This is an optimization exercise on Yosys and OpenROAD, whose aim is small area, a short achievable clock period and few clock cycles, not a production implementation.
Function was checked by simulation only, so behaviour that the tests miss may differ from the original.

===== flow/run.sh =====
#!/bin/bash
# synth_recipe.tcl (not shown) runs the flow's synth.tcl, then flattens the netlist and writes it again
# the make line also repeats each setting of config.mk as NAME=value (left out here)
make -C /OpenROAD-flow-scripts/flow DESIGN_CONFIG=/design/flow/config.mk WORK_HOME=/design/flow/orfs CLKGATE_MAP_FILE= SYNTH_SCRIPT=/design/flow/synth_recipe.tcl finish

===== flow/config.mk =====
export PLATFORM = sky130hd
export DESIGN_NAME = rs_codec
export DESIGN_NICKNAME = rs_codec
export VERILOG_FILES = /design/flow/design.v
export SDC_FILE = /design/flow/constraint.sdc
export NUM_CORES = 8
export LEC_CHECK = 0
export CAP_MARGIN = 20
export CORE_MARGIN = 2
export CORE_UTILIZATION = 30
export SLEW_MARGIN = 20

===== flow/constraint.sdc =====
create_clock -name core_clock -period 20.0 [get_ports {clk}]
set_input_delay 4.0000 -clock core_clock [delete_from_list [all_inputs] [get_ports {clk}]]
set_output_delay 4.0000 -clock core_clock [all_outputs]
set_load 0.01 [all_outputs]

===== flow/design.v =====
module rs_codec (
    input  wire       clk,
    input  wire       rst,
    input  wire       in_valid,
    output wire       in_ready,
    input  wire [7:0] in_data,
    input  wire       in_mode,
    output wire       out_valid,
    output wire [7:0] out_data,
    output wire       out_ok,
    output wire       out_last
);
    localparam integer N  = 155;   
    localparam integer K  = 123;   
    localparam integer NP = 32;    
    localparam integer T  = 16;    
    localparam [3:0] S_LOAD    = 4'd0,
                     S_BM      = 4'd1,
                     S_BMEND   = 4'd2,
                     S_OMEGA   = 4'd3,
                     S_CHIEN   = 4'd4,
                     S_CHEND   = 4'd5,
                     S_VERIFY  = 4'd6,
                     S_VEND    = 4'd7,
                     S_OUT_DEC = 4'd8,
                     S_OUT_ENC = 4'd9;
    function [7:0] gf_xtime(input [7:0] a);
        gf_xtime = {a[6:0], 1'b0} ^ (a[7] ? 8'h87 : 8'h00);
    endfunction
    function [7:0] gf_mul(input [7:0] a, input [7:0] b);
        integer i;
        reg [7:0] p, x;
        begin
            p = 8'h00;
            x = a;
            for (i = 0; i < 8; i = i + 1) begin
                if (b[i]) p = p ^ x;
                x = gf_xtime(x);
            end
            gf_mul = p;
        end
    endfunction
    function [7:0] gf_apow(input integer e);
        case (e % 255)
            0: gf_apow = 8'h01;
            1: gf_apow = 8'h02;
            2: gf_apow = 8'h04;
            3: gf_apow = 8'h08;
            4: gf_apow = 8'h10;
            5: gf_apow = 8'h20;
            6: gf_apow = 8'h40;
            7: gf_apow = 8'h80;
            8: gf_apow = 8'h87;
            9: gf_apow = 8'h89;
            10: gf_apow = 8'h95;
            11: gf_apow = 8'had;
            12: gf_apow = 8'hdd;
            13: gf_apow = 8'h3d;
            14: gf_apow = 8'h7a;
            15: gf_apow = 8'hf4;
            16: gf_apow = 8'h6f;
            17: gf_apow = 8'hde;
            18: gf_apow = 8'h3b;
            19: gf_apow = 8'h76;
            20: gf_apow = 8'hec;
            21: gf_apow = 8'h5f;
            22: gf_apow = 8'hbe;
            23: gf_apow = 8'hfb;
            24: gf_apow = 8'h71;
            25: gf_apow = 8'he2;
            26: gf_apow = 8'h43;
            27: gf_apow = 8'h86;
            28: gf_apow = 8'h8b;
            29: gf_apow = 8'h91;
            30: gf_apow = 8'ha5;
            31: gf_apow = 8'hcd;
            32: gf_apow = 8'h1d;
            33: gf_apow = 8'h3a;
            34: gf_apow = 8'h74;
            35: gf_apow = 8'he8;
            36: gf_apow = 8'h57;
            37: gf_apow = 8'hae;
            38: gf_apow = 8'hdb;
            39: gf_apow = 8'h31;
            40: gf_apow = 8'h62;
            41: gf_apow = 8'hc4;
            42: gf_apow = 8'h0f;
            43: gf_apow = 8'h1e;
            44: gf_apow = 8'h3c;
            45: gf_apow = 8'h78;
            46: gf_apow = 8'hf0;
            47: gf_apow = 8'h67;
            48: gf_apow = 8'hce;
            49: gf_apow = 8'h1b;
            50: gf_apow = 8'h36;
            51: gf_apow = 8'h6c;
            52: gf_apow = 8'hd8;
            53: gf_apow = 8'h37;
            54: gf_apow = 8'h6e;
            55: gf_apow = 8'hdc;
            56: gf_apow = 8'h3f;
            57: gf_apow = 8'h7e;
            58: gf_apow = 8'hfc;
            59: gf_apow = 8'h7f;
            60: gf_apow = 8'hfe;
            61: gf_apow = 8'h7b;
            62: gf_apow = 8'hf6;
            63: gf_apow = 8'h6b;
            64: gf_apow = 8'hd6;
            65: gf_apow = 8'h2b;
            66: gf_apow = 8'h56;
            67: gf_apow = 8'hac;
            68: gf_apow = 8'hdf;
            69: gf_apow = 8'h39;
            70: gf_apow = 8'h72;
            71: gf_apow = 8'he4;
            72: gf_apow = 8'h4f;
            73: gf_apow = 8'h9e;
            74: gf_apow = 8'hbb;
            75: gf_apow = 8'hf1;
            76: gf_apow = 8'h65;
            77: gf_apow = 8'hca;
            78: gf_apow = 8'h13;
            79: gf_apow = 8'h26;
            80: gf_apow = 8'h4c;
            81: gf_apow = 8'h98;
            82: gf_apow = 8'hb7;
            83: gf_apow = 8'he9;
            84: gf_apow = 8'h55;
            85: gf_apow = 8'haa;
            86: gf_apow = 8'hd3;
            87: gf_apow = 8'h21;
            88: gf_apow = 8'h42;
            89: gf_apow = 8'h84;
            90: gf_apow = 8'h8f;
            91: gf_apow = 8'h99;
            92: gf_apow = 8'hb5;
            93: gf_apow = 8'hed;
            94: gf_apow = 8'h5d;
            95: gf_apow = 8'hba;
            96: gf_apow = 8'hf3;
            97: gf_apow = 8'h61;
            98: gf_apow = 8'hc2;
            99: gf_apow = 8'h03;
            100: gf_apow = 8'h06;
            101: gf_apow = 8'h0c;
            102: gf_apow = 8'h18;
            103: gf_apow = 8'h30;
            104: gf_apow = 8'h60;
            105: gf_apow = 8'hc0;
            106: gf_apow = 8'h07;
            107: gf_apow = 8'h0e;
            108: gf_apow = 8'h1c;
            109: gf_apow = 8'h38;
            110: gf_apow = 8'h70;
            111: gf_apow = 8'he0;
            112: gf_apow = 8'h47;
            113: gf_apow = 8'h8e;
            114: gf_apow = 8'h9b;
            115: gf_apow = 8'hb1;
            116: gf_apow = 8'he5;
            117: gf_apow = 8'h4d;
            118: gf_apow = 8'h9a;
            119: gf_apow = 8'hb3;
            120: gf_apow = 8'he1;
            121: gf_apow = 8'h45;
            122: gf_apow = 8'h8a;
            123: gf_apow = 8'h93;
            124: gf_apow = 8'ha1;
            125: gf_apow = 8'hc5;
            126: gf_apow = 8'h0d;
            127: gf_apow = 8'h1a;
            128: gf_apow = 8'h34;
            129: gf_apow = 8'h68;
            130: gf_apow = 8'hd0;
            131: gf_apow = 8'h27;
            132: gf_apow = 8'h4e;
            133: gf_apow = 8'h9c;
            134: gf_apow = 8'hbf;
            135: gf_apow = 8'hf9;
            136: gf_apow = 8'h75;
            137: gf_apow = 8'hea;
            138: gf_apow = 8'h53;
            139: gf_apow = 8'ha6;
            140: gf_apow = 8'hcb;
            141: gf_apow = 8'h11;
            142: gf_apow = 8'h22;
            143: gf_apow = 8'h44;
            144: gf_apow = 8'h88;
            145: gf_apow = 8'h97;
            146: gf_apow = 8'ha9;
            147: gf_apow = 8'hd5;
            148: gf_apow = 8'h2d;
            149: gf_apow = 8'h5a;
            150: gf_apow = 8'hb4;
            151: gf_apow = 8'hef;
            152: gf_apow = 8'h59;
            153: gf_apow = 8'hb2;
            154: gf_apow = 8'he3;
            155: gf_apow = 8'h41;
            156: gf_apow = 8'h82;
            157: gf_apow = 8'h83;
            158: gf_apow = 8'h81;
            159: gf_apow = 8'h85;
            160: gf_apow = 8'h8d;
            161: gf_apow = 8'h9d;
            162: gf_apow = 8'hbd;
            163: gf_apow = 8'hfd;
            164: gf_apow = 8'h7d;
            165: gf_apow = 8'hfa;
            166: gf_apow = 8'h73;
            167: gf_apow = 8'he6;
            168: gf_apow = 8'h4b;
            169: gf_apow = 8'h96;
            170: gf_apow = 8'hab;
            171: gf_apow = 8'hd1;
            172: gf_apow = 8'h25;
            173: gf_apow = 8'h4a;
            174: gf_apow = 8'h94;
            175: gf_apow = 8'haf;
            176: gf_apow = 8'hd9;
            177: gf_apow = 8'h35;
            178: gf_apow = 8'h6a;
            179: gf_apow = 8'hd4;
            180: gf_apow = 8'h2f;
            181: gf_apow = 8'h5e;
            182: gf_apow = 8'hbc;
            183: gf_apow = 8'hff;
            184: gf_apow = 8'h79;
            185: gf_apow = 8'hf2;
            186: gf_apow = 8'h63;
            187: gf_apow = 8'hc6;
            188: gf_apow = 8'h0b;
            189: gf_apow = 8'h16;
            190: gf_apow = 8'h2c;
            191: gf_apow = 8'h58;
            192: gf_apow = 8'hb0;
            193: gf_apow = 8'he7;
            194: gf_apow = 8'h49;
            195: gf_apow = 8'h92;
            196: gf_apow = 8'ha3;
            197: gf_apow = 8'hc1;
            198: gf_apow = 8'h05;
            199: gf_apow = 8'h0a;
            200: gf_apow = 8'h14;
            201: gf_apow = 8'h28;
            202: gf_apow = 8'h50;
            203: gf_apow = 8'ha0;
            204: gf_apow = 8'hc7;
            205: gf_apow = 8'h09;
            206: gf_apow = 8'h12;
            207: gf_apow = 8'h24;
            208: gf_apow = 8'h48;
            209: gf_apow = 8'h90;
            210: gf_apow = 8'ha7;
            211: gf_apow = 8'hc9;
            212: gf_apow = 8'h15;
            213: gf_apow = 8'h2a;
            214: gf_apow = 8'h54;
            215: gf_apow = 8'ha8;
            216: gf_apow = 8'hd7;
            217: gf_apow = 8'h29;
            218: gf_apow = 8'h52;
            219: gf_apow = 8'ha4;
            220: gf_apow = 8'hcf;
            221: gf_apow = 8'h19;
            222: gf_apow = 8'h32;
            223: gf_apow = 8'h64;
            224: gf_apow = 8'hc8;
            225: gf_apow = 8'h17;
            226: gf_apow = 8'h2e;
            227: gf_apow = 8'h5c;
            228: gf_apow = 8'hb8;
            229: gf_apow = 8'hf7;
            230: gf_apow = 8'h69;
            231: gf_apow = 8'hd2;
            232: gf_apow = 8'h23;
            233: gf_apow = 8'h46;
            234: gf_apow = 8'h8c;
            235: gf_apow = 8'h9f;
            236: gf_apow = 8'hb9;
            237: gf_apow = 8'hf5;
            238: gf_apow = 8'h6d;
            239: gf_apow = 8'hda;
            240: gf_apow = 8'h33;
            241: gf_apow = 8'h66;
            242: gf_apow = 8'hcc;
            243: gf_apow = 8'h1f;
            244: gf_apow = 8'h3e;
            245: gf_apow = 8'h7c;
            246: gf_apow = 8'hf8;
            247: gf_apow = 8'h77;
            248: gf_apow = 8'hee;
            249: gf_apow = 8'h5b;
            250: gf_apow = 8'hb6;
            251: gf_apow = 8'heb;
            252: gf_apow = 8'h51;
            253: gf_apow = 8'ha2;
            254: gf_apow = 8'hc3;
            default: gf_apow = 8'h00;
        endcase
    endfunction
    function [7:0] gf_inv(input [7:0] a);
        case (a)
            8'h00: gf_inv = 8'h00;
            8'h01: gf_inv = 8'h01;
            8'h02: gf_inv = 8'hc3;
            8'h03: gf_inv = 8'h82;
            8'h04: gf_inv = 8'ha2;
            8'h05: gf_inv = 8'h7e;
            8'h06: gf_inv = 8'h41;
            8'h07: gf_inv = 8'h5a;
            8'h08: gf_inv = 8'h51;
            8'h09: gf_inv = 8'h36;
            8'h0a: gf_inv = 8'h3f;
            8'h0b: gf_inv = 8'hac;
            8'h0c: gf_inv = 8'he3;
            8'h0d: gf_inv = 8'h68;
            8'h0e: gf_inv = 8'h2d;
            8'h0f: gf_inv = 8'h2a;
            8'h10: gf_inv = 8'heb;
            8'h11: gf_inv = 8'h9b;
            8'h12: gf_inv = 8'h1b;
            8'h13: gf_inv = 8'h35;
            8'h14: gf_inv = 8'hdc;
            8'h15: gf_inv = 8'h1e;
            8'h16: gf_inv = 8'h56;
            8'h17: gf_inv = 8'ha5;
            8'h18: gf_inv = 8'hb2;
            8'h19: gf_inv = 8'h74;
            8'h1a: gf_inv = 8'h34;
            8'h1b: gf_inv = 8'h12;
            8'h1c: gf_inv = 8'hd5;
            8'h1d: gf_inv = 8'h64;
            8'h1e: gf_inv = 8'h15;
            8'h1f: gf_inv = 8'hdd;
            8'h20: gf_inv = 8'hb6;
            8'h21: gf_inv = 8'h4b;
            8'h22: gf_inv = 8'h8e;
            8'h23: gf_inv = 8'hfb;
            8'h24: gf_inv = 8'hce;
            8'h25: gf_inv = 8'he9;
            8'h26: gf_inv = 8'hd9;
            8'h27: gf_inv = 8'ha1;
            8'h28: gf_inv = 8'h6e;
            8'h29: gf_inv = 8'hdb;
            8'h2a: gf_inv = 8'h0f;
            8'h2b: gf_inv = 8'h2c;
            8'h2c: gf_inv = 8'h2b;
            8'h2d: gf_inv = 8'h0e;
            8'h2e: gf_inv = 8'h91;
            8'h2f: gf_inv = 8'hf1;
            8'h30: gf_inv = 8'h59;
            8'h31: gf_inv = 8'hd7;
            8'h32: gf_inv = 8'h3a;
            8'h33: gf_inv = 8'hf4;
            8'h34: gf_inv = 8'h1a;
            8'h35: gf_inv = 8'h13;
            8'h36: gf_inv = 8'h09;
            8'h37: gf_inv = 8'h50;
            8'h38: gf_inv = 8'ha9;
            8'h39: gf_inv = 8'h63;
            8'h3a: gf_inv = 8'h32;
            8'h3b: gf_inv = 8'hf5;
            8'h3c: gf_inv = 8'hc9;
            8'h3d: gf_inv = 8'hcc;
            8'h3e: gf_inv = 8'had;
            8'h3f: gf_inv = 8'h0a;
            8'h40: gf_inv = 8'h5b;
            8'h41: gf_inv = 8'h06;
            8'h42: gf_inv = 8'he6;
            8'h43: gf_inv = 8'hf7;
            8'h44: gf_inv = 8'h47;
            8'h45: gf_inv = 8'hbf;
            8'h46: gf_inv = 8'hbe;
            8'h47: gf_inv = 8'h44;
            8'h48: gf_inv = 8'h67;
            8'h49: gf_inv = 8'h7b;
            8'h4a: gf_inv = 8'hb7;
            8'h4b: gf_inv = 8'h21;
            8'h4c: gf_inv = 8'haf;
            8'h4d: gf_inv = 8'h53;
            8'h4e: gf_inv = 8'h93;
            8'h4f: gf_inv = 8'hff;
            8'h50: gf_inv = 8'h37;
            8'h51: gf_inv = 8'h08;
            8'h52: gf_inv = 8'hae;
            8'h53: gf_inv = 8'h4d;
            8'h54: gf_inv = 8'hc4;
            8'h55: gf_inv = 8'hd1;
            8'h56: gf_inv = 8'h16;
            8'h57: gf_inv = 8'ha4;
            8'h58: gf_inv = 8'hd6;
            8'h59: gf_inv = 8'h30;
            8'h5a: gf_inv = 8'h07;
            8'h5b: gf_inv = 8'h40;
            8'h5c: gf_inv = 8'h8b;
            8'h5d: gf_inv = 8'h9d;
            8'h5e: gf_inv = 8'hbb;
            8'h5f: gf_inv = 8'h8c;
            8'h60: gf_inv = 8'hef;
            8'h61: gf_inv = 8'h81;
            8'h62: gf_inv = 8'ha8;
            8'h63: gf_inv = 8'h39;
            8'h64: gf_inv = 8'h1d;
            8'h65: gf_inv = 8'hd4;
            8'h66: gf_inv = 8'h7a;
            8'h67: gf_inv = 8'h48;
            8'h68: gf_inv = 8'h0d;
            8'h69: gf_inv = 8'he2;
            8'h6a: gf_inv = 8'hca;
            8'h6b: gf_inv = 8'hb0;
            8'h6c: gf_inv = 8'hc7;
            8'h6d: gf_inv = 8'hde;
            8'h6e: gf_inv = 8'h28;
            8'h6f: gf_inv = 8'hda;
            8'h70: gf_inv = 8'h97;
            8'h71: gf_inv = 8'hd2;
            8'h72: gf_inv = 8'hf2;
            8'h73: gf_inv = 8'h84;
            8'h74: gf_inv = 8'h19;
            8'h75: gf_inv = 8'hb3;
            8'h76: gf_inv = 8'hb9;
            8'h77: gf_inv = 8'h87;
            8'h78: gf_inv = 8'ha7;
            8'h79: gf_inv = 8'he4;
            8'h7a: gf_inv = 8'h66;
            8'h7b: gf_inv = 8'h49;
            8'h7c: gf_inv = 8'h95;
            8'h7d: gf_inv = 8'h99;
            8'h7e: gf_inv = 8'h05;
            8'h7f: gf_inv = 8'ha3;
            8'h80: gf_inv = 8'hee;
            8'h81: gf_inv = 8'h61;
            8'h82: gf_inv = 8'h03;
            8'h83: gf_inv = 8'hc2;
            8'h84: gf_inv = 8'h73;
            8'h85: gf_inv = 8'hf3;
            8'h86: gf_inv = 8'hb8;
            8'h87: gf_inv = 8'h77;
            8'h88: gf_inv = 8'he0;
            8'h89: gf_inv = 8'hf8;
            8'h8a: gf_inv = 8'h9c;
            8'h8b: gf_inv = 8'h5c;
            8'h8c: gf_inv = 8'h5f;
            8'h8d: gf_inv = 8'hba;
            8'h8e: gf_inv = 8'h22;
            8'h8f: gf_inv = 8'hfa;
            8'h90: gf_inv = 8'hf0;
            8'h91: gf_inv = 8'h2e;
            8'h92: gf_inv = 8'hfe;
            8'h93: gf_inv = 8'h4e;
            8'h94: gf_inv = 8'h98;
            8'h95: gf_inv = 8'h7c;
            8'h96: gf_inv = 8'hd3;
            8'h97: gf_inv = 8'h70;
            8'h98: gf_inv = 8'h94;
            8'h99: gf_inv = 8'h7d;
            8'h9a: gf_inv = 8'hea;
            8'h9b: gf_inv = 8'h11;
            8'h9c: gf_inv = 8'h8a;
            8'h9d: gf_inv = 8'h5d;
            8'h9e: gf_inv = 8'hbc;
            8'h9f: gf_inv = 8'hec;
            8'ha0: gf_inv = 8'hd8;
            8'ha1: gf_inv = 8'h27;
            8'ha2: gf_inv = 8'h04;
            8'ha3: gf_inv = 8'h7f;
            8'ha4: gf_inv = 8'h57;
            8'ha5: gf_inv = 8'h17;
            8'ha6: gf_inv = 8'he5;
            8'ha7: gf_inv = 8'h78;
            8'ha8: gf_inv = 8'h62;
            8'ha9: gf_inv = 8'h38;
            8'haa: gf_inv = 8'hab;
            8'hab: gf_inv = 8'haa;
            8'hac: gf_inv = 8'h0b;
            8'had: gf_inv = 8'h3e;
            8'hae: gf_inv = 8'h52;
            8'haf: gf_inv = 8'h4c;
            8'hb0: gf_inv = 8'h6b;
            8'hb1: gf_inv = 8'hcb;
            8'hb2: gf_inv = 8'h18;
            8'hb3: gf_inv = 8'h75;
            8'hb4: gf_inv = 8'hc0;
            8'hb5: gf_inv = 8'hfd;
            8'hb6: gf_inv = 8'h20;
            8'hb7: gf_inv = 8'h4a;
            8'hb8: gf_inv = 8'h86;
            8'hb9: gf_inv = 8'h76;
            8'hba: gf_inv = 8'h8d;
            8'hbb: gf_inv = 8'h5e;
            8'hbc: gf_inv = 8'h9e;
            8'hbd: gf_inv = 8'hed;
            8'hbe: gf_inv = 8'h46;
            8'hbf: gf_inv = 8'h45;
            8'hc0: gf_inv = 8'hb4;
            8'hc1: gf_inv = 8'hfc;
            8'hc2: gf_inv = 8'h83;
            8'hc3: gf_inv = 8'h02;
            8'hc4: gf_inv = 8'h54;
            8'hc5: gf_inv = 8'hd0;
            8'hc6: gf_inv = 8'hdf;
            8'hc7: gf_inv = 8'h6c;
            8'hc8: gf_inv = 8'hcd;
            8'hc9: gf_inv = 8'h3c;
            8'hca: gf_inv = 8'h6a;
            8'hcb: gf_inv = 8'hb1;
            8'hcc: gf_inv = 8'h3d;
            8'hcd: gf_inv = 8'hc8;
            8'hce: gf_inv = 8'h24;
            8'hcf: gf_inv = 8'he8;
            8'hd0: gf_inv = 8'hc5;
            8'hd1: gf_inv = 8'h55;
            8'hd2: gf_inv = 8'h71;
            8'hd3: gf_inv = 8'h96;
            8'hd4: gf_inv = 8'h65;
            8'hd5: gf_inv = 8'h1c;
            8'hd6: gf_inv = 8'h58;
            8'hd7: gf_inv = 8'h31;
            8'hd8: gf_inv = 8'ha0;
            8'hd9: gf_inv = 8'h26;
            8'hda: gf_inv = 8'h6f;
            8'hdb: gf_inv = 8'h29;
            8'hdc: gf_inv = 8'h14;
            8'hdd: gf_inv = 8'h1f;
            8'hde: gf_inv = 8'h6d;
            8'hdf: gf_inv = 8'hc6;
            8'he0: gf_inv = 8'h88;
            8'he1: gf_inv = 8'hf9;
            8'he2: gf_inv = 8'h69;
            8'he3: gf_inv = 8'h0c;
            8'he4: gf_inv = 8'h79;
            8'he5: gf_inv = 8'ha6;
            8'he6: gf_inv = 8'h42;
            8'he7: gf_inv = 8'hf6;
            8'he8: gf_inv = 8'hcf;
            8'he9: gf_inv = 8'h25;
            8'hea: gf_inv = 8'h9a;
            8'heb: gf_inv = 8'h10;
            8'hec: gf_inv = 8'h9f;
            8'hed: gf_inv = 8'hbd;
            8'hee: gf_inv = 8'h80;
            8'hef: gf_inv = 8'h60;
            8'hf0: gf_inv = 8'h90;
            8'hf1: gf_inv = 8'h2f;
            8'hf2: gf_inv = 8'h72;
            8'hf3: gf_inv = 8'h85;
            8'hf4: gf_inv = 8'h33;
            8'hf5: gf_inv = 8'h3b;
            8'hf6: gf_inv = 8'he7;
            8'hf7: gf_inv = 8'h43;
            8'hf8: gf_inv = 8'h89;
            8'hf9: gf_inv = 8'he1;
            8'hfa: gf_inv = 8'h8f;
            8'hfb: gf_inv = 8'h23;
            8'hfc: gf_inv = 8'hc1;
            8'hfd: gf_inv = 8'hb5;
            8'hfe: gf_inv = 8'h92;
            8'hff: gf_inv = 8'h4f;
            default: gf_inv = 8'h00;
        endcase
    endfunction
    function [7:0] gen_coef(input integer idx);
        case (idx)
            0: gen_coef = 8'h3b;
            1: gen_coef = 8'hb6;
            2: gen_coef = 8'h87;
            3: gen_coef = 8'h77;
            4: gen_coef = 8'hcd;
            5: gen_coef = 8'hdb;
            6: gen_coef = 8'hb3;
            7: gen_coef = 8'hfb;
            8: gen_coef = 8'hc5;
            9: gen_coef = 8'hac;
            10: gen_coef = 8'he8;
            11: gen_coef = 8'h4c;
            12: gen_coef = 8'hf2;
            13: gen_coef = 8'h54;
            14: gen_coef = 8'h0d;
            15: gen_coef = 8'h85;
            16: gen_coef = 8'h82;
            17: gen_coef = 8'h0d;
            18: gen_coef = 8'hfe;
            19: gen_coef = 8'hb1;
            20: gen_coef = 8'h37;
            21: gen_coef = 8'hab;
            22: gen_coef = 8'hb5;
            23: gen_coef = 8'h99;
            24: gen_coef = 8'he5;
            25: gen_coef = 8'hb9;
            26: gen_coef = 8'h3c;
            27: gen_coef = 8'hf2;
            28: gen_coef = 8'h97;
            29: gen_coef = 8'h9e;
            30: gen_coef = 8'h3f;
            31: gen_coef = 8'h95;
            default: gen_coef = 8'h00;
        endcase
    endfunction
    reg [3:0] state;
    reg       mode;             
    reg [7:0] cnt;
    reg [5:0] k;                
    reg [7:0] sbuf [0:N-1];     
    reg [7:0] synd [1:NP];      
    reg [7:0] par  [0:NP-1];    
    reg [7:0] lam  [0:T];       
    reg [7:0] bpol [0:T];       
    reg [7:0] gam;
    reg [5:0] len;              
    reg [7:0] omg  [0:T-1];     
    reg [7:0] cl   [0:T];       
    reg [7:0] co   [0:T-1];     
    reg [7:0] xr;               
    reg [7:0] nroots;
    reg       cfail;
    reg       ok;
    integer i, j;
    wire accept = in_valid && in_ready;
    wire first  = (cnt == 8'd0);
    wire cur_mode = first ? in_mode : mode;
    assign in_ready  = (state == S_LOAD);
    assign out_valid = (state == S_OUT_DEC) || (state == S_OUT_ENC);
    assign out_data  = (state == S_OUT_ENC) ? ((cnt < K) ? sbuf[NP] : par[NP-1])
                                            : (ok ? sbuf[0] : 8'h00);
    assign out_ok    = (state == S_OUT_ENC) ? 1'b1 : ok;
    assign out_last  = (state == S_OUT_ENC) ? (cnt == N-1) : (cnt == K-1);
    reg  [7:0] syn_in;
    reg        syn_clr;
    reg  [7:0] syn_next [1:NP];
    always @* begin
        for (j = 1; j <= NP; j = j + 1)
            syn_next[j] = (syn_clr ? 8'h00 : gf_mul(synd[j], gf_apow(j))) ^ syn_in;
    end
    reg syn_zero;
    always @* begin
        syn_zero = 1'b1;
        for (j = 1; j <= NP; j = j + 1)
            if (synd[j] != 8'h00) syn_zero = 1'b0;
    end
    reg [7:0] fb;
    reg [7:0] par_next [0:NP-1];
    always @* begin
        fb = in_data ^ (first ? 8'h00 : par[NP-1]);
        for (j = 0; j < NP; j = j + 1)
            par_next[j] = ((j == 0 || first) ? 8'h00 : par[j-1]) ^ gf_mul(fb, gen_coef(j));
    end
    reg [7:0] swin [0:T];
    reg [7:0] dsum;
    always @* begin
        dsum = 8'h00;
        for (i = 0; i <= T; i = i + 1)
            dsum = dsum ^ gf_mul(lam[i], swin[i]);
    end
    reg [7:0] lam_val, odd_val, om_val, der, der_inv, errv;
    always @* begin
        lam_val = 8'h00;
        odd_val = 8'h00;
        om_val  = 8'h00;
        for (j = 0; j <= T; j = j + 1) begin
            lam_val = lam_val ^ cl[j];
            if (j % 2 == 1) odd_val = odd_val ^ cl[j];
        end
        for (j = 0; j < T; j = j + 1)
            om_val = om_val ^ co[j];
        der     = gf_mul(xr, odd_val);
        der_inv = gf_inv(der);
        errv    = gf_mul(om_val, der_inv);
    end
    wire is_root = (lam_val == 8'h00);
    reg [5:0] lam_deg;
    always @* begin
        lam_deg = 6'd0;
        for (j = 0; j <= T; j = j + 1)
            if (lam[j] != 8'h00) lam_deg = j;
    end
    reg       buf_shift;
    reg [7:0] buf_tail;
    always @* begin
        buf_shift = 1'b0;
        buf_tail  = 8'h00;
        syn_in    = 8'h00;
        syn_clr   = 1'b0;
        case (state)
            S_LOAD: begin
                buf_shift = accept;
                buf_tail  = in_data;
                syn_in    = in_data;
                syn_clr   = first;
            end
            S_CHIEN: begin
                buf_shift = 1'b1;
                buf_tail  = sbuf[0] ^ (is_root ? errv : 8'h00);
            end
            S_VERIFY: begin
                buf_shift = 1'b1;
                buf_tail  = sbuf[0];
                syn_in    = sbuf[0];
                syn_clr   = first;
            end
            S_OUT_DEC: begin
                buf_shift = 1'b1;
                buf_tail  = sbuf[0];
            end
            S_OUT_ENC: begin
                buf_shift = 1'b1;
                buf_tail  = sbuf[0];
            end
            default: ;
        endcase
    end
    always @(posedge clk) begin
        if (buf_shift) begin
            for (i = 0; i < N - 1; i = i + 1)
                sbuf[i] <= sbuf[i+1];
            sbuf[N-1] <= buf_tail;
        end
    end
    always @(posedge clk) begin
        if (rst) begin
            state <= S_LOAD;
            cnt   <= 8'd0;
        end else begin
            case (state)
                S_LOAD: if (accept) begin
                    if (first) mode <= in_mode;
                    if (cur_mode) begin
                        for (j = 1; j <= NP; j = j + 1) synd[j] <= syn_next[j];
                        if (cnt == N - 1) begin
                            cnt   <= 8'd0;
                            state <= S_BM;
                            k     <= 6'd0;
                            len   <= 6'd0;
                            gam   <= 8'h01;
                            for (j = 0; j <= T; j = j + 1)
                                swin[j] <= (j == 0) ? syn_next[1] : 8'h00;
                            for (j = 0; j <= T; j = j + 1) begin
                                lam[j]  <= (j == 0) ? 8'h01 : 8'h00;
                                bpol[j] <= (j == 0) ? 8'h01 : 8'h00;
                            end
                        end else begin
                            cnt <= cnt + 8'd1;
                        end
                    end else begin
                        for (j = 0; j < NP; j = j + 1) par[j] <= par_next[j];
                        if (cnt == K - 1) begin
                            cnt   <= 8'd0;
                            state <= S_OUT_ENC;
                        end else begin
                            cnt <= cnt + 8'd1;
                        end
                    end
                end
                S_BM: begin
                    for (j = 0; j <= T; j = j + 1)
                        lam[j] <= gf_mul(gam, lam[j]) ^ ((j == 0) ? 8'h00 : gf_mul(dsum, bpol[j-1]));
                    if (dsum != 8'h00 && {len, 1'b0} <= {1'b0, k}) begin
                        for (j = 0; j <= T; j = j + 1) bpol[j] <= lam[j];
                        len <= k + 6'd1 - len;
                        gam <= dsum;
                    end else begin
                        for (j = 0; j <= T; j = j + 1)
                            bpol[j] <= (j == 0) ? 8'h00 : bpol[j-1];
                    end
                    for (j = 1; j <= T; j = j + 1) swin[j] <= swin[j-1];
                    swin[0] <= synd[2];
                    for (j = 1; j < NP; j = j + 1) synd[j] <= synd[j+1];
                    synd[NP] <= synd[1];
                    if (k == NP - 1) begin
                        state <= S_BMEND;
                    end else begin
                        k <= k + 6'd1;
                    end
                end
                S_BMEND: begin
                    cnt <= 8'd0;
                    k   <= 6'd0;
                    if (syn_zero) begin
                        ok    <= 1'b1;
                        state <= S_OUT_DEC;
                    end else if (len > T || lam_deg != len) begin
                        ok    <= 1'b0;
                        state <= S_OUT_DEC;
                    end else begin
                        state <= S_OMEGA;
                    end
                    for (j = 0; j <= T; j = j + 1)
                        swin[j] <= (j == 0) ? synd[1] : 8'h00;
                end
                S_OMEGA: begin
                    for (j = 0; j < T; j = j + 1)
                        if (k == j) omg[j] <= dsum;
                    for (j = 1; j <= T; j = j + 1) swin[j] <= swin[j-1];
                    swin[0] <= synd[2];
                    for (j = 1; j < NP; j = j + 1) synd[j] <= synd[j+1];
                    synd[NP] <= synd[1];
                    if (k == T - 1) begin
                        state <= S_CHEND;
                        cnt   <= 8'hff;
                    end else begin
                        k <= k + 6'd1;
                    end
                end
                S_CHIEN: begin
                    for (j = 0; j <= T; j = j + 1) cl[j] <= gf_mul(cl[j], gf_apow(j));
                    for (j = 0; j < T; j = j + 1)  co[j] <= gf_mul(co[j], gf_apow(j));
                    xr <= gf_mul(xr, gf_apow(254));
                    if (is_root) begin
                        nroots <= nroots + 8'd1;
                        if (der == 8'h00 || errv == 8'h00) cfail <= 1'b1;
                    end
                    if (cnt == N - 1) begin
                        cnt   <= 8'd0;
                        state <= S_CHEND;
                    end else begin
                        cnt <= cnt + 8'd1;
                    end
                end
                S_CHEND: begin
                    if (cnt == 8'hff) begin
                        for (j = 0; j <= T; j = j + 1)
                            cl[j] <= gf_mul(lam[j], gf_apow(255 * T - (N - 1) * j));
                        for (j = 0; j < T; j = j + 1)
                            co[j] <= gf_mul(omg[j], gf_apow(255 * T - (N - 1) * j));
                        xr     <= gf_apow(N - 1);
                        nroots <= 8'd0;
                        cfail  <= 1'b0;
                        cnt    <= 8'd0;
                        state  <= S_CHIEN;
                    end else if (cfail || nroots != {2'b00, len}) begin
                        ok    <= 1'b0;
                        cnt   <= 8'd0;
                        state <= S_OUT_DEC;
                    end else begin
                        cnt   <= 8'd0;
                        state <= S_VERIFY;
                    end
                end
                S_VERIFY: begin
                    for (j = 1; j <= NP; j = j + 1) synd[j] <= syn_next[j];
                    if (cnt == N - 1) begin
                        cnt   <= 8'd0;
                        state <= S_VEND;
                    end else begin
                        cnt <= cnt + 8'd1;
                    end
                end
                S_VEND: begin
                    ok    <= syn_zero;
                    cnt   <= 8'd0;
                    state <= S_OUT_DEC;
                end
                S_OUT_DEC: begin
                    if (cnt == K - 1) begin
                        cnt   <= 8'd0;
                        state <= S_LOAD;
                    end else begin
                        cnt <= cnt + 8'd1;
                    end
                end
                S_OUT_ENC: begin
                    if (cnt >= K)
                        for (j = NP - 1; j > 0; j = j - 1) par[j] <= par[j-1];
                    if (cnt == N - 1) begin
                        cnt   <= 8'd0;
                        state <= S_LOAD;
                    end else begin
                        cnt <= cnt + 8'd1;
                    end
                end
                default: state <= S_LOAD;
            endcase
        end
    end
endmodule

==> metrics.json <==
{
  "synthesis": {
    "postSynthNetCount": 17400,
    "post_synthesis_cell_area_mm2": 0.170,
    "synth_edf_count": 2583,
    "synth-seq-cells": 2595,
    "synth.largest_area_cell": "sky130_fd_sc_hd__edfxtp_1",
    "synth_largest_type_area_fraction": 0.457,
    "netlist_instances": 17300,
    "synth_sequential_area_ratio": 0.458,
    "post_synth_num_cell_types": 103,
    "postSynth.topFlopCell": "sky130_fd_sc_hd__edfxtp_1",
    "syn-mean-instance-area_um2": 9.83,
    "synth.top_cells.by_area": "sky130_fd_sc_hd__edfxtp_1 46%, sky130_fd_sc_hd__xnor2_1 21%, sky130_fd_sc_hd__nand2_1 8.2%",
    "synthArstFlopShare": 0,
    "yosys_warnings": 12
  },
  "floorplan": {
    "start_util": 0.301,
    "die_h_um": 756,
    "core-area_mm2": 0.564,
    "i_o_pin_count": 24,
    "dieWidth_um": 756,
    "fp-row-count": 276,
    "fp.dieArea_mm2": 0.572
  },
  "run": {
    "drv_cap": 0
  },
  "cts": {
    "ctsLongestPathBuffers": 4,
    "cts_buffers": 287,
    "clkSinkCount": 2595,
    "cts_htree_levels": 5,
    "worstSkewPairLatency_ps": 1000,
    "ctsResizeCount": 0,
    "cts_tree": "done",
    "cts_root_buffer": "sky130_fd_sc_hd__clkbuf_16",
    "post-cts-setup-buffers": 0,
    "number_of_buffers_inserted_for_hold_repair_after_clock_tree_synthesis": 0,
    "cts.reportedPaths.clkPinSlew_ps": 60
  },
  "layout": {
    "drive_gt1_frac": 0.0642,
    "postLayoutCoreUtil": 0.333,
    "stdcell_count": 24500,
    "finish.net_count": 16900,
    "synthToLayoutAreaGrowth_pct": 10.8
  },
  "timing": {
    "report.final.setup_viol": 0,
    "fmax_mhz": 85.3,
    "layout_worst_path_cycle_share": 0.586,
    "final-hold-violation-count": 0,
    "worst_hold_slack_ps": 376,
    "worst_max_slew_pin_slew_ps": 1330,
    "worst_clock_skew_ps": 82.2,
    "slew-limit-headroom": 0.107,
    "final.setup.tns_ps": 0,
    "min_period_ps": 11720,
    "final.setup.worst_slack_ps": 8280,
    "rsz_0062_raised_after_global_routing": "no",
    "final_max_slew_viol_count": 0
  },
  "routing": {
    "dr_wl_met3_mm": 66.5,
    "initial_drc_count": 17800,
    "total_number_of_vias": 127000,
    "routed-wl-met2_mm": 270,
    "route.antenna.remaining_nets": 0,
    "routed_via_density": 5.19,
    "remaining_design_rule_violation_count": 0,
    "drt_first_pass_iters": 8,
    "route.final.wire_length_mm": 644,
    "met1_length_mm": 274,
    "maxUsedRoutingLayer": "met5",
    "detail_route.wl_per_cell_um": 26.3
  },
  "critical_path": {
    "slowest_stage": "sky130_fd_sc_hd__edfxtp_1",
    "worst_ep_arrival_time_ps": 12380,
    "critical-path-top-cell-by-count": "sky130_fd_sc_hd__xnor2_1",
    "crit_path_end_kind": "flop",
    "crit_required_ps": 20660,
    "critPathTopFamily": "XOR/XNOR gates",
    "worst-path-buf-inv": 8,
    "timing.setup.critical_path_class": "flop to flop",
    "cp_slowest_stage_delay_ps": 890,
    "crit_path_max_fanout": 22,
    "worst_setup_path_start_kind": "flop"
  },
  "global_route": {
    "grt_max_degree": 231,
    "grt.overflow.total": 0,
    "wire_length_of_the_first_global_routing_pass_mm": 904,
    "via_count_of_the_first_global_routing_pass": 118000,
    "grt_antenna_before_repair": 48,
    "globalRouteTotalUtil": 0.216
  },
  "place": {
    "portBuffers": 23,
    "pre_cts_ws_ps": 8860,
    "hpwlAfterDp_mm": 443,
    "place_congestion": 1.07,
    "place.detailed.instances": 24000
  },
  "outcome": {
    "run_status": "finished clean"
  },
  "hold_path": {
    "min-delay-path-class": "flop to flop"
  }
}
==> placed cells by master (no fill, tap or decap), types with 44 or more instances in the layout <==
cell type / synthesis / layout
sky130_fd_sc_hd__a211oi_1: 132 / 130
sky130_fd_sc_hd__a21oi_1: 550 / 549
sky130_fd_sc_hd__a22oi_1: 197 / 195
sky130_fd_sc_hd__and2_1: 58 / 57
sky130_fd_sc_hd__and3_1: 158 / 158
sky130_fd_sc_hd__buf_4: 11 / 435
sky130_fd_sc_hd__clkbuf_16: 0 / 288
sky130_fd_sc_hd__clkinv_1: 4 / 53
sky130_fd_sc_hd__clkinv_2: 0 / 56
sky130_fd_sc_hd__edfxtp_1: 2583 / 2583
sky130_fd_sc_hd__ha_1: 124 / 123
sky130_fd_sc_hd__inv_1: 264 / 262
sky130_fd_sc_hd__mux2i_1: 162 / 162
sky130_fd_sc_hd__nand2_1: 3701 / 3691
sky130_fd_sc_hd__nand3_1: 192 / 191
sky130_fd_sc_hd__nor2_1: 872 / 865
sky130_fd_sc_hd__nor3_1: 65 / 63
sky130_fd_sc_hd__nor4_1: 44 / 44
sky130_fd_sc_hd__o211ai_1: 71 / 71
sky130_fd_sc_hd__o21ai_0: 885 / 883
sky130_fd_sc_hd__o22a_1: 56 / 56
sky130_fd_sc_hd__xnor2_1: 4127 / 4090
sky130_fd_sc_hd__xnor2_2: 14 / 45
sky130_fd_sc_hd__xor2_1: 1116 / 1102
==> cell type report <==
type	count	area (um2)
fillers	57100	376000
multi-input cells	13100	86600
flip-flops and latches	2595	77800
well taps	7506	9390
clock buffers	331	7370
repair buffers	476	3820
clock inverters	186	1960
inverters	272	1030
diodes	25	62.6
==> cell usage after synthesis, types with 12 or more instances <==
cell / instances
sky130_fd_sc_hd__a211o_1: 12
sky130_fd_sc_hd__a211oi_1: 132
sky130_fd_sc_hd__a21oi_1: 550
sky130_fd_sc_hd__a221oi_1: 24
sky130_fd_sc_hd__a22o_1: 15
sky130_fd_sc_hd__a22oi_1: 197
sky130_fd_sc_hd__a311oi_1: 14
sky130_fd_sc_hd__a31oi_1: 30
sky130_fd_sc_hd__a32oi_1: 14
sky130_fd_sc_hd__and2_1: 58
sky130_fd_sc_hd__and3_1: 158
sky130_fd_sc_hd__buf_1: 170
sky130_fd_sc_hd__buf_2: 101
sky130_fd_sc_hd__clkbuf_1: 1006
sky130_fd_sc_hd__dfxtp_1: 12
sky130_fd_sc_hd__edfxtp_1: 2583
sky130_fd_sc_hd__ha_1: 124
sky130_fd_sc_hd__inv_1: 264
sky130_fd_sc_hd__mux2_2: 36
sky130_fd_sc_hd__mux2i_1: 162
sky130_fd_sc_hd__mux4_2: 13
sky130_fd_sc_hd__nand2_1: 3701
sky130_fd_sc_hd__nand2b_1: 37
sky130_fd_sc_hd__nand3_1: 192
sky130_fd_sc_hd__nand4_1: 33
sky130_fd_sc_hd__nor2_1: 872
sky130_fd_sc_hd__nor2b_1: 22
sky130_fd_sc_hd__nor3_1: 65
sky130_fd_sc_hd__nor4_1: 44
sky130_fd_sc_hd__o211ai_1: 71
sky130_fd_sc_hd__o21ai_0: 885
sky130_fd_sc_hd__o21ai_1: 17
sky130_fd_sc_hd__o221ai_1: 34
sky130_fd_sc_hd__o22a_1: 56
sky130_fd_sc_hd__o22ai_1: 23
sky130_fd_sc_hd__o31ai_1: 12
sky130_fd_sc_hd__or2_2: 14
sky130_fd_sc_hd__or3_1: 14
sky130_fd_sc_hd__xnor2_1: 4127
sky130_fd_sc_hd__xnor2_2: 14
sky130_fd_sc_hd__xnor3_1: 40
sky130_fd_sc_hd__xor2_1: 1116
sky130_fd_sc_hd__xor3_1: 13
==> cells by family (layout without fill, tap and decap cells) <==
kind of cell,after synthesis,after routing,share of synthesized area
other,0,25,0
flip-flops,2595,2595,0.458
multiplexers,213,213,0.0138
AO/OA/AOI/OAI,2195,2195,0.0776
adder cells (fa/ha/maj),126,126,0.00932
XOR/XNOR,5315,5315,0.280
AND/OR/NAND/NOR,5266,5266,0.125
buffers and inverters,1565,1265,0.0357
==> path summary, 6_finish.rpt <==
check         startpoint     endpoint  slack, ps  depth (start not counted)
min reg2reg  sbuf[65][7]  sbuf[64][7]        380                          0
min          sbuf[65][7]  sbuf[64][7]        380                          0
max reg2reg    lam[8][7]   lam[14][7]       8280                         33
max            lam[8][7]   lam[14][7]       8280                         33
==> sequential cells by signal (all words and copies together) (netlist names) <==
name / cells
gam: 8
synd: 256
omg: 128
cnt: 8
mode: 1
ok: 1
lam: 136
swin: 136
k: 6
nroots: 8
state: 4
cfail: 1
bpol: 128
xr: 8
par: 256
cl: 136
sbuf: 1240
co: 128
len: 6
==> routing by layer <==
layer	vias to the layer above	global-route usage
met4	24	0.0952
met3	1434	0.0537
met1	62400	0.300
met2	6690	0.318
li1	56500	-
met5	-	0
==> worst register-to-register path: cells and delay by family, from the launching register on <==
family / cells / cell delay, ps
buffers and inverters: 8 / 2510
AND/OR/NAND/NOR: 7 / 1480
flip-flops: 1 / 890
XOR/XNOR: 16 / 5570
adder cells (fa/ha/maj): 2 / 950
==> stage by stage <==
| step | area (um2) |
|---|---|
| after global placement | 179000 |
| after detailed placement | 179000 |
| after CTS | 188000 |
| final | 188000 |
| after floorplan | 170000 |
| after global routing | 188000 |
Testbench counts, summed over its fixed seeds: cycles 203,491.

-- separate check: timing with driven ports --
The flow's constraints put no driver on any port. The routed layout listed below was extracted and timed again, unchanged, in two steps. Step 1 (the two cells are an assumption about what drives the block):
set clk [get_ports {clk}]
set_driving_cell -lib_cell sky130_fd_sc_hd__clkbuf_16 $clk
set_driving_cell -lib_cell sky130_fd_sc_hd__buf_2 [delete_from_list [all_inputs] $clk]
Step 2 times the ports against the registers' clock, not the clock port: input delays grow and output delays shrink by t, the midpoint of the rising clock arrivals with the driver on. Slacks: ideal / step 1 / step 2; pairs: ideal / step 1.
t, ns: 1.069
setup slack, ns: 8.277 / 8.277 / 8.277
worst setup path at the end: register to register
After both steps setup and hold are still met in this run. The setup slack of this run moves by 0.000 ns with the drivers and by 0.000 ns with both steps.
